Context: an optimization exercise on an open-source flow, tuned for small area, a short achievable clock period and few clock cycles. The choices shown serve that exercise and are no tape-out recipe.
Function was checked by simulation only, so behaviour that the tests miss may differ from the original.

[flow/design.v]
module dab_fv (
    input  wire        clk,
    input  wire        rst,           
    input  wire        req_valid,
    output wire        req_ready,
    input  wire [31:0] req_cw,
    input  wire [63:0] req_opa,
    input  wire [63:0] req_opb,
    output reg         rsp_valid,
    output reg  [3:0]  rsp_status,
    output reg  [63:0] rsp_res
);
    localparam ST_OK         = 4'd0;
    localparam ST_OVERFLOW   = 4'd1;
    localparam ST_UNDERFLOW  = 4'd2;
    localparam ST_RANGE      = 4'd3;
    localparam ST_LENMISM    = 4'd4;
    localparam ST_ILL_CMD    = 4'd8;
    localparam ST_ILL_OPND   = 4'd9;
    localparam ST_ILL_STATE  = 4'd10;
    localparam C_RDSR = 0, C_WR = 1, C_RD = 2, C_PEEK = 3, C_REM = 4, C_BRST = 5,
               C_SLICE = 6, C_CCOMP = 7, C_CVER = 8, C_FCFG = 9, C_FNEW = 10,
               C_LATCH = 11, C_COMMIT = 12, C_FIBRD = 13, C_MCFG = 14, C_MPARSE = 15;
    localparam K_LATCH = 2'd0;
    localparam K_COMP  = 2'd1;
    localparam K_VER   = 2'd2;
    localparam K_MSC   = 2'd3;
    function [15:0] crc64;
        input [15:0] c;
        input [63:0] d;
        integer k;
        reg [15:0] r;
        begin
            r = c;
            for (k = 63; k >= 0; k = k - 1)
                r = {r[14:0], 1'b0} ^ ((r[15] ^ d[k]) ? 16'h1021 : 16'h0000);
            crc64 = r;
        end
    endfunction
    function [15:0] crc_init;
        input [2:0] p;
        begin
            case (p)
                3'd0: crc_init = 16'hFFFF;
                3'd1: crc_init = 16'h1E0C;
                3'd2: crc_init = 16'h84CF;
                3'd3: crc_init = 16'h2D71;
                3'd4: crc_init = 16'h5437;
                3'd5: crc_init = 16'hDA3E;
                3'd6: crc_init = 16'hF125;
                default: crc_init = 16'h8DB1;
            endcase
        end
    endfunction
    reg         rdy;
    assign req_ready = rdy;
    wire        take = req_valid & rdy & ~rst;
    wire [31:0] icw = req_cw;
    wire [15:0] i_cmd;
    assign i_cmd[C_RDSR]   = (icw & 32'hFFFFFF00) == 32'h01000000;
    assign i_cmd[C_WR]     = (icw & 32'hFFFFFF00) == 32'h10000000;
    assign i_cmd[C_RD]     = (icw & 32'hFF7FFF00) == 32'h11000000;
    assign i_cmd[C_PEEK]   = (icw & 32'hFF7FFF00) == 32'h12000000;
    assign i_cmd[C_REM]    = (icw & 32'hFF7FFFFF) == 32'h13000000;
    assign i_cmd[C_BRST]   = icw == 32'h14000000;
    assign i_cmd[C_SLICE]  = icw == 32'h15000000;
    assign i_cmd[C_CCOMP]  = icw == 32'h20000000;
    assign i_cmd[C_CVER]   = (icw & 32'hFFFF0000) == 32'h21000000;
    assign i_cmd[C_FCFG]   = (icw & 32'hFFFFFF00) == 32'h30000000;
    assign i_cmd[C_FNEW]   = icw == 32'h31000000;
    assign i_cmd[C_LATCH]  = icw == 32'h32000000;
    assign i_cmd[C_COMMIT] = icw == 32'h33000000;
    assign i_cmd[C_FIBRD]  = (icw & 32'hFFFFFCE0) == 32'h34000000;
    assign i_cmd[C_MCFG]   = (icw & 32'hFFFFFE00) == 32'h38000000;
    assign i_cmd[C_MPARSE] = (icw & 32'hFFFFFF00) == 32'h39000000;
    wire i_multi = i_cmd[C_LATCH] | i_cmd[C_CCOMP] | i_cmd[C_CVER] | i_cmd[C_MPARSE];
    wire [7:0]  iw    = icw[7:0];
    wire [6:0]  i_n   = req_opb[9:3];                  
    wire [2:0]  i_pad = 3'd0 - i_n[2:0];
    wire [4:0]  i_q   = ({1'b0, i_n[6:3]}) + {4'd0, (i_n[2:0] != 3'd0)};
    reg         q_valid;
    reg  [15:0] q_cmd;
    reg  [15:0] q_cw;            
    reg         q_t;             
    reg         q_wbad;          
    reg  [63:0] q_opa;
    reg         q_opa_hi;        
    reg  [9:0]  q_opb;
    reg         q_opb_hi;        
    reg  [10:0] q_sum;           
    reg  [8:0]  q_s;             
    reg  [2:0]  q_pad;           
    reg  [4:0]  q_q;             
    always @(posedge clk) begin
        q_valid  <= take;
        q_cmd    <= i_cmd;
        q_cw     <= icw[15:0];
        q_t      <= icw[23];
        q_wbad   <= (iw == 8'd0) || (iw > 8'd64);
        q_opa    <= req_opa;
        q_opa_hi <= |req_opa[63:10];
        q_opb    <= req_opb[9:0];
        q_opb_hi <= |req_opb[63:10];
        q_sum    <= {1'b0, req_opa[9:0]} + {1'b0, req_opb[9:0]};
        q_s      <= req_opa[8:0] - {3'd0, i_pad, 3'd0};
        q_pad    <= i_pad;
        q_q      <= i_q;
    end
    reg [511:0] bb;                    
    reg [9:0]  bbwr, bbrd, bbrem;      
    reg        vwvalid;
    reg [9:0]  vwbase, vwlen, vwrd;
    reg [9:0]  vwabs, vwrem;           
    reg [2:0]  fibcount;
    reg [1:0]  fstate;
    reg [2:0]  fibn;
    reg [255:0] fibmem [0:3];          
    reg [3:0]  fibvalid;
    reg        framevalid;
    reg        latch_v;                
    reg [7:0]  sc_cfgd;
    reg [7:0]  sc_hc;
    reg [9:0]  sc_plen [0:7];          
    reg        msc_present;
    reg [2:0]  msc_subch;
    reg [9:0]  msc_base, msc_len;
    reg        msc_hascrc, msc_valid;
    reg [3:0]  op_left;                
    reg [1:0]  op_kind;
    reg [8:0]  ptr;
    reg [15:0] crc;
    reg        op_first;
    reg [2:0]  op_pad;
    reg [15:0] op_exp;
    reg [1:0]  lj;
    wire opc  = op_left != 4'd0;       
    wire cons = q_valid & ~opc;        
    wire [7:0]  imm   = q_cw[7:0];
    wire [8:0]  q_wm64 = {3'b111, 6'd0} + {1'b0, imm};    
    wire [8:0]  rd_base = q_t ? vwabs[8:0] : bbrd[8:0];
    wire [8:0]  rd_x    = rd_base + q_wm64;
    reg  [8:0]  x;
    always @(*) begin
        if (opc)                  x = ptr;
        else if (q_cmd[C_LATCH])  x = bbrd[8:0];
        else if (q_cmd[C_CCOMP] | q_cmd[C_CVER]) x = q_s;
        else                      x = rd_x;
    end
    reg [127:0] pair;
    always @(*) begin
        case (x[8:6])
            3'd0: pair = {bb[127:64],  bb[63:0]};
            3'd1: pair = {bb[191:128], bb[127:64]};
            3'd2: pair = {bb[255:192], bb[191:128]};
            3'd3: pair = {bb[319:256], bb[255:192]};
            3'd4: pair = {bb[383:320], bb[319:256]};
            3'd5: pair = {bb[447:384], bb[383:320]};
            3'd6: pair = {bb[511:448], bb[447:384]};
            default: pair = {bb[63:0], bb[511:448]};
        endcase
    end
    wire [95:0] sh5 = x[5] ? pair[127:32] : pair[95:0];
    wire [79:0] sh4 = x[4] ? sh5[95:16]   : sh5[79:0];
    wire [71:0] sh3 = x[3] ? sh4[79:8]    : sh4[71:0];
    wire [67:0] sh2 = x[2] ? sh3[71:4]    : sh3[67:0];
    wire [65:0] sh1 = x[1] ? sh2[67:2]    : sh2[65:0];
    wire [63:0] sh0 = x[0] ? sh1[65:1]    : sh1[63:0];
    wire [63:0] rd_word;
    genvar gk;
    generate
        for (gk = 0; gk < 64; gk = gk + 1) begin : g_rev
            assign rd_word[63-gk] = sh0[gk];
        end
    endgenerate
    wire        e_first = opc ? op_first : 1'b1;
    wire [2:0]  e_pad   = opc ? op_pad : (q_cmd[C_LATCH] ? 3'd0 : q_pad);
    wire [63:0] e_mask  = e_first ? ({64{1'b1}} >> {e_pad, 3'b000}) : {64{1'b1}};
    wire [15:0] e_cin   = e_first ? crc_init(e_pad) : crc;
    wire [15:0] crc_nx  = crc64(e_cin, rd_word & e_mask);
    wire [6:0]  w7       = imm[6:0];
    wire        range_bad = q_opa_hi | q_opb_hi | (q_sum > {1'b0, bbwr});
    wire [10:0] wr_end   = {1'b0, bbwr} + {4'd0, w7};
    wire        wr_ovf   = wr_end > 11'd512;
    wire        rd_under = q_t ? ({3'd0, w7} > vwrem) : ({3'd0, w7} > bbrem);
    wire [63:0] rd_mask  = ~({64{1'b1}} << w7);
    wire [2:0]  sid    = imm[2:0];
    wire        sid_ok = imm[7:3] == 5'd0;
    wire [9:0]  p_len  = sc_plen[sid];
    wire        p_hc   = sc_hc[sid];
    wire [10:0] p_end  = {1'b0, p_len} + 11'd16;
    wire [6:0]  m_n    = p_len[9:3] + 7'd2;                
    wire [2:0]  m_pad  = 3'd0 - m_n[2:0];
    wire [3:0]  m_q    = m_n[6:3] + {3'd0, (m_n[2:0] != 3'd0)};
    reg [63:0] sr_value;
    always @(*) begin
        case (imm[3:0])
            4'd0:  sr_value = 64'd512;
            4'd1:  sr_value = {54'd0, bbwr};
            4'd2:  sr_value = {54'd0, bbrd};
            4'd3:  sr_value = {63'd0, vwvalid};
            4'd4:  sr_value = {54'd0, vwbase};
            4'd5:  sr_value = {54'd0, vwlen};
            4'd6:  sr_value = {54'd0, vwrd};
            4'd7:  sr_value = {61'd0, fibcount};
            4'd8:  sr_value = {54'd0, framevalid, fibvalid, fibn, fstate};
            4'd9:  sr_value = {53'd0, msc_subch, 5'd0, msc_valid, msc_hascrc, msc_present};
            4'd10: sr_value = {54'd0, msc_base};
            4'd11: sr_value = {54'd0, msc_len};
            default: sr_value = 64'd0;
        endcase
    end
    wire [255:0] fib_sel  = fibmem[q_cw[9:8]];
    wire [63:0]  fib_word = fib_sel[255 - {q_cw[4:3], 6'd0} -: 64];
    wire [7:0]   fib_byte = fib_word[63 - {q_cw[2:0], 3'd0} -: 8];
    wire        wr_go = cons & q_cmd[C_WR] & ~q_wbad & ~wr_ovf;
    wire [5:0]  wr_r  = bbwr[5:0] + imm[5:0] - 6'd1;       
    wire [5:0]  wr_m  = ~wr_r;
    wire [63:0] opa_rev;
    generate
        for (gk = 0; gk < 64; gk = gk + 1) begin : g_orev
            assign opa_rev[gk] = q_opa[63-gk];
        end
    endgenerate
    wire [127:0] wr_dbl = {opa_rev, opa_rev};
    wire [95:0]  wr5 = wr_m[5] ? wr_dbl[127:32] : wr_dbl[95:0];
    wire [79:0]  wr4 = wr_m[4] ? wr5[95:16] : wr5[79:0];
    wire [71:0]  wr3 = wr_m[3] ? wr4[79:8]  : wr4[71:0];
    wire [67:0]  wr2 = wr_m[2] ? wr3[71:4]  : wr3[67:0];
    wire [65:0]  wr1 = wr_m[1] ? wr2[67:2]  : wr2[65:0];
    wire [63:0]  wr_rot = wr_m[0] ? wr1[65:1] : wr1[63:0];
    wire [63:0]  wr_ge = {64{1'b1}} << bbwr[5:0];           
    integer wk, wt;
    always @(posedge clk) begin
        for (wk = 0; wk < 8; wk = wk + 1)
            for (wt = 0; wt < 64; wt = wt + 1)
                if (wr_go && (wr_ge[wt] ? (bbwr[8:6] == wk)
                                        : (bbwr[8:6] != 3'd7 && bbwr[8:6] + 3'd1 == wk)))
                    bb[64*wk + wt] <= wr_rot[wt];
    end
    wire        lat_go = (cons & q_cmd[C_LATCH] & (fibcount != 3'd0) & (fstate == 2'd0)
                          & (bbrem >= 10'd256)) | (opc & (op_kind == K_LATCH));
    wire [1:0]  lat_j  = opc ? lj : 2'd0;
    integer fk;
    always @(posedge clk) begin
        for (fk = 0; fk < 4; fk = fk + 1)
            if (lat_go && fibn[1:0] == fk)
                fibmem[fk][255 - {lat_j, 6'd0} -: 64] <= rd_word;
    end
    reg [3:0] left_nx;
    integer i;
    always @(posedge clk) begin
        rsp_valid <= 1'b0;
        if (rst) begin
            rdy         <= 1'b1;
            op_left     <= 4'd0;
            bbwr        <= 10'd0;
            bbrd        <= 10'd0;
            bbrem       <= 10'd0;
            vwvalid     <= 1'b0;
            vwbase      <= 10'd0;
            vwlen       <= 10'd0;
            vwrd        <= 10'd0;
            vwabs       <= 10'd0;
            vwrem       <= 10'd0;
            fibcount    <= 3'd0;
            fstate      <= 2'd0;
            fibn        <= 3'd0;
            fibvalid    <= 4'd0;
            framevalid  <= 1'b1;
            sc_cfgd     <= 8'd0;
            sc_hc       <= 8'd0;
            for (i = 0; i < 8; i = i + 1)
                sc_plen[i] <= 10'd0;
            msc_present <= 1'b0;
            msc_subch   <= 3'd0;
            msc_base    <= 10'd0;
            msc_len     <= 10'd0;
            msc_hascrc  <= 1'b0;
            msc_valid   <= 1'b0;
        end else begin
            left_nx = 4'd0;
            if (opc) begin
                left_nx  = op_left - 4'd1;
                crc      <= crc_nx;
                ptr      <= ptr + 9'd64;
                op_first <= 1'b0;
                lj       <= lj + 2'd1;
                if (op_left == 4'd1) begin
                    rsp_valid  <= 1'b1;
                    rsp_status <= ST_OK;
                    case (op_kind)
                        K_LATCH: begin
                            rsp_res <= 64'd0;
                            latch_v <= crc_nx == 16'd0;
                            bbrd    <= bbrd + 10'd256;
                            bbrem   <= bbrem - 10'd256;
                            fstate  <= 2'd1;
                        end
                        K_COMP: rsp_res <= {48'd0, crc_nx};
                        K_VER:  rsp_res <= {63'd0, crc_nx == op_exp};
                        default: begin
                            rsp_res   <= {63'd0, crc_nx == 16'd0};
                            msc_valid <= crc_nx == 16'd0;
                        end
                    endcase
                end
            end else if (q_valid) begin
                rsp_valid  <= 1'b1;
                rsp_status <= ST_OK;
                rsp_res    <= 64'd0;
                if (q_cmd[C_RDSR]) begin
                    if (imm > 8'd11) rsp_status <= ST_ILL_OPND;
                    else             rsp_res    <= sr_value;
                end else if (q_cmd[C_WR]) begin
                    if (q_wbad)      rsp_status <= ST_ILL_OPND;
                    else if (wr_ovf) rsp_status <= ST_OVERFLOW;
                    else begin
                        bbwr  <= wr_end[9:0];
                        bbrem <= bbrem + {3'd0, w7};
                    end
                end else if (q_cmd[C_RD] | q_cmd[C_PEEK]) begin
                    if (q_wbad)                 rsp_status <= ST_ILL_OPND;
                    else if (q_t && !vwvalid)   rsp_status <= ST_ILL_STATE;
                    else if (rd_under)          rsp_status <= ST_UNDERFLOW;
                    else begin
                        rsp_res <= rd_word & rd_mask;
                        if (q_cmd[C_RD]) begin
                            if (q_t) begin
                                vwrd  <= vwrd + {3'd0, w7};
                                vwabs <= vwabs + {3'd0, w7};
                                vwrem <= vwrem - {3'd0, w7};
                            end else begin
                                bbrd  <= bbrd + {3'd0, w7};
                                bbrem <= bbrem - {3'd0, w7};
                            end
                        end
                    end
                end else if (q_cmd[C_REM]) begin
                    if (q_t && !vwvalid) rsp_status <= ST_ILL_STATE;
                    else if (q_t)        rsp_res    <= {54'd0, vwrem};
                    else                 rsp_res    <= {54'd0, bbrem};
                end else if (q_cmd[C_BRST]) begin
                    bbwr        <= 10'd0;
                    bbrd        <= 10'd0;
                    bbrem       <= 10'd0;
                    vwvalid     <= 1'b0;
                    vwbase      <= 10'd0;
                    vwlen       <= 10'd0;
                    vwrd        <= 10'd0;
                    vwabs       <= 10'd0;
                    vwrem       <= 10'd0;
                    msc_present <= 1'b0;
                    msc_subch   <= 3'd0;
                    msc_base    <= 10'd0;
                    msc_len     <= 10'd0;
                    msc_hascrc  <= 1'b0;
                    msc_valid   <= 1'b0;
                end else if (q_cmd[C_SLICE]) begin
                    if (range_bad) rsp_status <= ST_RANGE;
                    else begin
                        vwvalid <= 1'b1;
                        vwbase  <= q_opa[9:0];
                        vwlen   <= q_opb;
                        vwrd    <= 10'd0;
                        vwabs   <= q_opa[9:0];
                        vwrem   <= q_opb;
                    end
                end else if (q_cmd[C_CCOMP] | q_cmd[C_CVER]) begin
                    if (q_opb[2:0] != 3'd0) rsp_status <= ST_ILL_OPND;
                    else if (range_bad)     rsp_status <= ST_RANGE;
                    else if (q_q == 5'd0) begin
                        rsp_res <= q_cmd[C_CCOMP] ? 64'h000000000000FFFF
                                                  : {63'd0, q_cw == 16'hFFFF};
                    end else if (q_q == 5'd1) begin
                        rsp_res <= q_cmd[C_CCOMP] ? {48'd0, crc_nx}
                                                  : {63'd0, crc_nx == q_cw};
                    end else begin
                        rsp_valid <= 1'b0;
                        left_nx   = q_q[3:0] - 4'd1;
                        op_kind   <= q_cmd[C_CCOMP] ? K_COMP : K_VER;
                        op_exp    <= q_cw;
                        crc       <= crc_nx;
                        ptr       <= x + 9'd64;
                        op_first  <= 1'b0;
                    end
                end else if (q_cmd[C_FCFG]) begin
                    if (imm != 8'd3 && imm != 8'd4)          rsp_status <= ST_ILL_OPND;
                    else if (fstate != 2'd0 || fibn != 3'd0)  rsp_status <= ST_ILL_STATE;
                    else fibcount <= imm[2:0];
                end else if (q_cmd[C_FNEW]) begin
                    fstate     <= 2'd0;
                    fibn       <= 3'd0;
                    fibvalid   <= 4'd0;
                    framevalid <= 1'b1;
                end else if (q_cmd[C_LATCH]) begin
                    if (fibcount == 3'd0)        rsp_status <= ST_ILL_STATE;
                    else if (fstate != 2'd0)     rsp_status <= ST_ILL_STATE;
                    else if (bbrem < 10'd256)    rsp_status <= ST_UNDERFLOW;
                    else begin
                        rsp_valid <= 1'b0;
                        left_nx   = 4'd3;
                        op_kind   <= K_LATCH;
                        crc       <= crc_nx;
                        ptr       <= x + 9'd64;
                        op_first  <= 1'b0;
                        lj        <= 2'd1;
                    end
                end else if (q_cmd[C_COMMIT]) begin
                    if (fstate != 2'd1) rsp_status <= ST_ILL_STATE;
                    else begin
                        rsp_res              <= {63'd0, latch_v};
                        fibvalid[fibn[1:0]]  <= latch_v;
                        framevalid           <= framevalid & latch_v;
                        fibn                 <= fibn + 3'd1;
                        fstate               <= (fibn + 3'd1 < fibcount) ? 2'd0 : 2'd2;
                    end
                end else if (q_cmd[C_FIBRD]) begin
                    if ({1'b0, q_cw[9:8]} >= fibn) rsp_status <= ST_ILL_STATE;
                    else rsp_res <= {56'd0, fib_byte};
                end else if (q_cmd[C_MCFG]) begin
                    if (!sid_ok)                          rsp_status <= ST_ILL_OPND;
                    else if (q_cw[8] && q_opa[2:0] != 3'd0) rsp_status <= ST_ILL_OPND;
                    else begin
                        sc_cfgd[sid] <= 1'b1;
                        sc_hc[sid]   <= q_cw[8];
                        sc_plen[sid] <= q_opa_hi ? 10'd1023 : q_opa[9:0];
                    end
                end else if (q_cmd[C_MPARSE]) begin
                    if (!sid_ok)                 rsp_status <= ST_ILL_OPND;
                    else if (!sc_cfgd[sid])      rsp_status <= ST_ILL_STATE;
                    else if (!vwvalid)           rsp_status <= ST_ILL_STATE;
                    else if (vwlen < p_len)      rsp_status <= ST_LENMISM;
                    else begin
                        msc_present <= 1'b1;
                        msc_subch   <= sid;
                        msc_base    <= vwbase;
                        msc_len     <= p_len;
                        msc_hascrc  <= p_hc;
                        if (!p_hc || {1'b0, vwlen} < p_end) begin
                            msc_valid <= !p_hc;
                            rsp_res   <= {63'd0, !p_hc};
                        end else begin
                            rsp_valid <= 1'b0;
                            left_nx   = m_q;
                            op_kind   <= K_MSC;
                            ptr       <= vwbase[8:0] - {3'd0, m_pad, 3'd0};
                            op_pad    <= m_pad;
                            op_first  <= 1'b1;
                        end
                    end
                end else begin
                    rsp_status <= ST_ILL_CMD;
                end
            end
            op_left <= left_nx;
            rdy     <= ~(take & i_multi) & (left_nx <= 4'd1);
        end
    end
endmodule
[flow/run.sh]
#!/bin/bash
# synth_recipe.tcl (not shown) runs the flow's synth.tcl, then flattens the netlist and writes it again
# the make line also repeats each setting of config.mk as NAME=value (left out here)
make -C /OpenROAD-flow-scripts/flow DESIGN_CONFIG=/design/flow/config.mk WORK_HOME=/design/flow/orfs CLKGATE_MAP_FILE= SYNTH_SCRIPT=/design/flow/synth_recipe.tcl finish
[flow/config.mk]
export PLATFORM = sky130hd
export DESIGN_NAME = dab_fv
export DESIGN_NICKNAME = dab_fv
export VERILOG_FILES = /design/flow/design.v
export SDC_FILE = /design/flow/constraint.sdc
export NUM_CORES = 4
export LEC_CHECK = 0
export CAP_MARGIN = 30
export CELL_PAD_IN_SITES_DETAIL_PLACEMENT = 1
export CELL_PAD_IN_SITES_GLOBAL_PLACEMENT = 2
export CORE_MARGIN = 2
export CORE_UTILIZATION = 20
export PLACE_DENSITY = 0.45
export SLEW_MARGIN = 40
[flow/constraint.sdc]
create_clock -name core_clock -period 12.0 [get_ports {clk}]
set_input_delay 2.4000 -clock core_clock [delete_from_list [all_inputs] [get_ports {clk}]]
set_output_delay 2.4000 -clock core_clock [all_outputs]
set_load 0.01 [all_outputs]
==> run notes <==
==> critical path, delay by kind of cell (launching register included) <==
kind	cells	cell delay [ns]
AO/OA/AOI/OAI	17	3.37
XOR/XNOR	10	3.32
buffers and inverters	10	1.88
AND/OR/NAND/NOR	7	1.07
adder cells (fa/ha/maj)	3	0.89
multiplexers	1	0.37
flip-flops	1	0.34
==> worst max-delay path by stage <==
stage,from,end,slack (ns),cells after the start
2_1_floorplan,q_t,rsp_res[0],0.03,50
3_3_place_gp,q_t,rsp_res[0],0.01,44
3_5_place_dp,q_t,rsp_res[0],0.37,49
4_1_cts,q_t,rsp_res[0],0.33,49
5_1_grt,q_t,msc_valid,0.03,53
6_report,q_t,rsp_res[0],0.57,48
==> area by class of cell <==
class | instances | area, um2 | share of cell area
repair buffers | 1270 | 11100 | 0.0748
flip-flops and latches | 2010 | 57600 | 0.389
clock buffers | 347 | 7310 | 0.0493
inverters | 1181 | 4440 | 0.0300
well taps | 8036 | 10100 | 0.0679
clock inverters | 145 | 1440 | 0.00973
diodes | 16 | 40.0 | 0.000270
multi-input cells | 8269 | 56100 | 0.379
==> cells in the final DEF, fill, tap and decap left out, drive strengths merged, types with 79 or more instances in the layout <==
master	Yosys	final
nor2	1652	1652
dfxtp	276	276
a22oi	146	146
a222oi	165	165
o21ai	1378	1378
clkbuf	744	347
nor4	110	110
mux4	270	270
mux2i	557	557
xnor2	140	140
ha	158	158
a21oi	962	962
nand2b	153	153
xor2	96	96
o211ai	88	88
clkdlybuf4s50	0	231
clkinv	5	114
inv	1176	1188
a31oi	79	79
edfxtp	1734	1734
o22ai	84	84
nand3	167	167
buf	232	1039
nor3	158	158
a211oi	84	84
nand2	847	847
==> state kept, by name, indices dropped and copies added, names as in the netlist, 10 cells and up <==
| name | cells |
|---|---|
| fibmem | 1024 |
| bbwr | 10 |
| msc_base | 10 |
| vwbase | 10 |
| msc_len | 10 |
| vwlen | 10 |
| rsp_res | 64 |
| bbrem | 10 |
| sc_plen | 80 |
| vwrd | 10 |
| q_cmd | 16 |
| q_sum | 11 |
| q_cw | 16 |
| op_exp | 16 |
| bb | 512 |
| vwrem | 10 |
| bbrd | 10 |
| crc | 16 |
| q_opa | 61 |
==> cell families after synthesis <==
kind of cell	after synthesis	share of synthesized area
flops	2010	0.477
simple gates	3407	0.124
buf+inv	2157	0.0697
mux	882	0.102
compound gates	3518	0.179
xor+xnor	292	0.0302
fa+ha+maj	170	0.0184
==> metal layers <==
layer / track usage / routed length, um / vias up
li1: - / - / 46300
met1: 0.277 / 293000 / 54400
met2: 0.344 / 304000 / 2846
met3: 0.0227 / 28300 / 729
met4: 0.0622 / 22800 / 8
met5: 0 / 67 / -
==> through the flow <==
step / util / cell area, um2 / std cells / hold WS [ns]
3_5_place_dp: 0.231 / 139000 / 20800 / 0.450
2_1_floorplan: - / 121000 / 12400 / 0.406
4_1_cts: 0.246 / 148000 / 21300 / 0.456
5_1_grt: 0.246 / 148000 / 21300 / 0.478
3_3_place_gp: 0.230 / 138000 / 20700 / 0.437
6_report: 0.246 / 148000 / 21300 / 0.455
==> flow_metrics.py <==
metrics = {
    "critical_path": {
        "reg2reg_from": "q_t",
        "setup.worst_path.end_class": "flip-flop",
        "crit_top_cell": "buf_4",
        "critical_path.max_stage_delay_ns": 0.48,
        "rr_endpoint": "rsp_res[0]",
        "critPathRequiredTime_ns": 12.75,
        "crit_type": "reg2reg",
        "cp_slowest_cell": "xnor3_1",
        "r2r.worst_path.cells": 48,
        "regToRegSetupSlack_ns": 0.57,
        "worstPathArrival_ns": 12.18,
        "cp-start-kind": "flip-flop",
        "cp_max_fo": 12,
    },
    "floorplanning": {
        "core_um2": 602000,
        "die_area_um2": 609000,
        "start_util": 0.201,
        "chipWidth_um": 781,
        "fp.dieH_um": 781,
        "num_io_pins": 233,
        "fp-row-count": 285,
    },
    "route": {
        "first_iter_violations": 8644,
        "firstDrtPassIters": 8,
        "wl_per_cell_um": 30.5,
        "drcViolationCount": 0,
        "vias_per_cell": 4.90,
        "vias": 104000,
        "wirelength_um": 648000,
        "postRouteAntennaNets": 0,
    },
    "clock_tree": {
        "ctsRootBufferMaster": "clkbuf_16",
        "clock-sinks": 2010,
        "post_cts_buffers": 0,
        "clk_pin_slew_ns": 0.06,
        "hold_buffers": 0,
        "cts_tree": "done",
        "cts_resized": 0,
        "clockBufferDepth": 4,
        "clkLatencyLatePin_ns": 1.00,
        "numCtsBuffers": 275,
        "cts_max_level": 5,
    },
    "layout": {
        "fillers": 68300,
        "drive_gt1_frac": 0.160,
        "area_growth_pct": 22.7,
        "final_nets": 13300,
    },
    "placed_design": {
        "dp_slack_ns": 0.374,
        "io_buffers": 232,
        "hpwl_um": 461000,
        "place.gp.congestion": 0.886,
    },
    "sta": {
        "worst_slew_pin_slew_ns": 0.983,
        "period_needed_ns": 11.43,
        "rsz0062_at_grt": "false",
        "slew_viol_final": 0,
        "setup-tns-final_ns": 0,
        "finalHoldViolCount": 0,
        "fmax_mhz": 87.5,
        "setup_viol": 0,
        "setup_slack_ns": 0.573,
        "fin_skew_ns": 0.0928,
        "fin_crit_sh": 0.952,
        "slew-limit-headroom": 0.341,
    },
    "yosys": {
        "synth_common_cells": "1734 x edfxtp_1, 1652 x nor2_1, 1344 x o21ai_0, 1172 x inv_1, 960 x a21oi_1",
        "syn_inst": 12400,
        "synth.top_cell.area_share": 0.432,
        "ys_seq_area_frac": 0.477,
        "synth_area_um2": 121000,
        "synth-seq-cells": 2010,
        "synth_edf_count": 1734,
        "syn-num-nets": 12800,
        "synth_warnings": 2,
        "yosysTopAreaCell": "edfxtp_1",
        "syn_avg_cell_area_um2": 9.70,
        "synthTopCellsByArea": "edfxtp_1 43%, o21ai_0 5.6%, nor2_1 5.1%, mux4_2 5.0%, mux2i_1 4.6%",
        "async_reset_ff_frac": 0,
        "synthFlopType": "edfxtp_1",
        "ys_types": 120,
        "synth_most_common_cell": "edfxtp_1",
    },
    "min_path": {
        "min_path_type": "reg2reg",
        "holdPathStages": 2,
        "hold_end": "sc_hc[4]",
        "min_from": "sc_hc[4]",
    },
    "status": {
        "status": "complete, no violations",
    },
    "flow_run": {
        "maxCapViolCount": 0,
    },
    "global_route": {
        "grt_first_pass_wirelength_um": 900000,
        "antenna_found_initial": 59,
        "grt-ovfl-total": 0,
        "grt_start_max_net_pins": 169,
        "grt_usage": 0.205,
        "grt_pass1_vias": 109000,
    },
}
Testbench counts, summed over its fixed seeds: cycles 5,507.

[static timing again, ports no longer ideal]
In the flow no input, the clock included, has a driving cell. The finished layout below was timed again as built, in two steps. Step 1: set_driving_cell puts a clkbuf_16 on clk and a buf_2 on each other input, an assumption about the parent block. Step 2 moves the port delays by t, midway between the first and last clock arrival at a register: inputs arrive t later, outputs are due t later. That takes back most of the time a late clock gives input paths. a / b / c = no drivers / after step 1 / after step 2; a / b = the first two.
t (ns): 1.085
setup WS [ns]: 0.573 / 0.573 / 0.573
clock arrival spread, ns: 0.093 / 0.092
worst slew at a driven data input, ns: 0.16
After both steps this run still meets setup and hold. For this run, drivers alone change the setup slack by 0.000 ns; drivers and shift together by 0.000 ns.
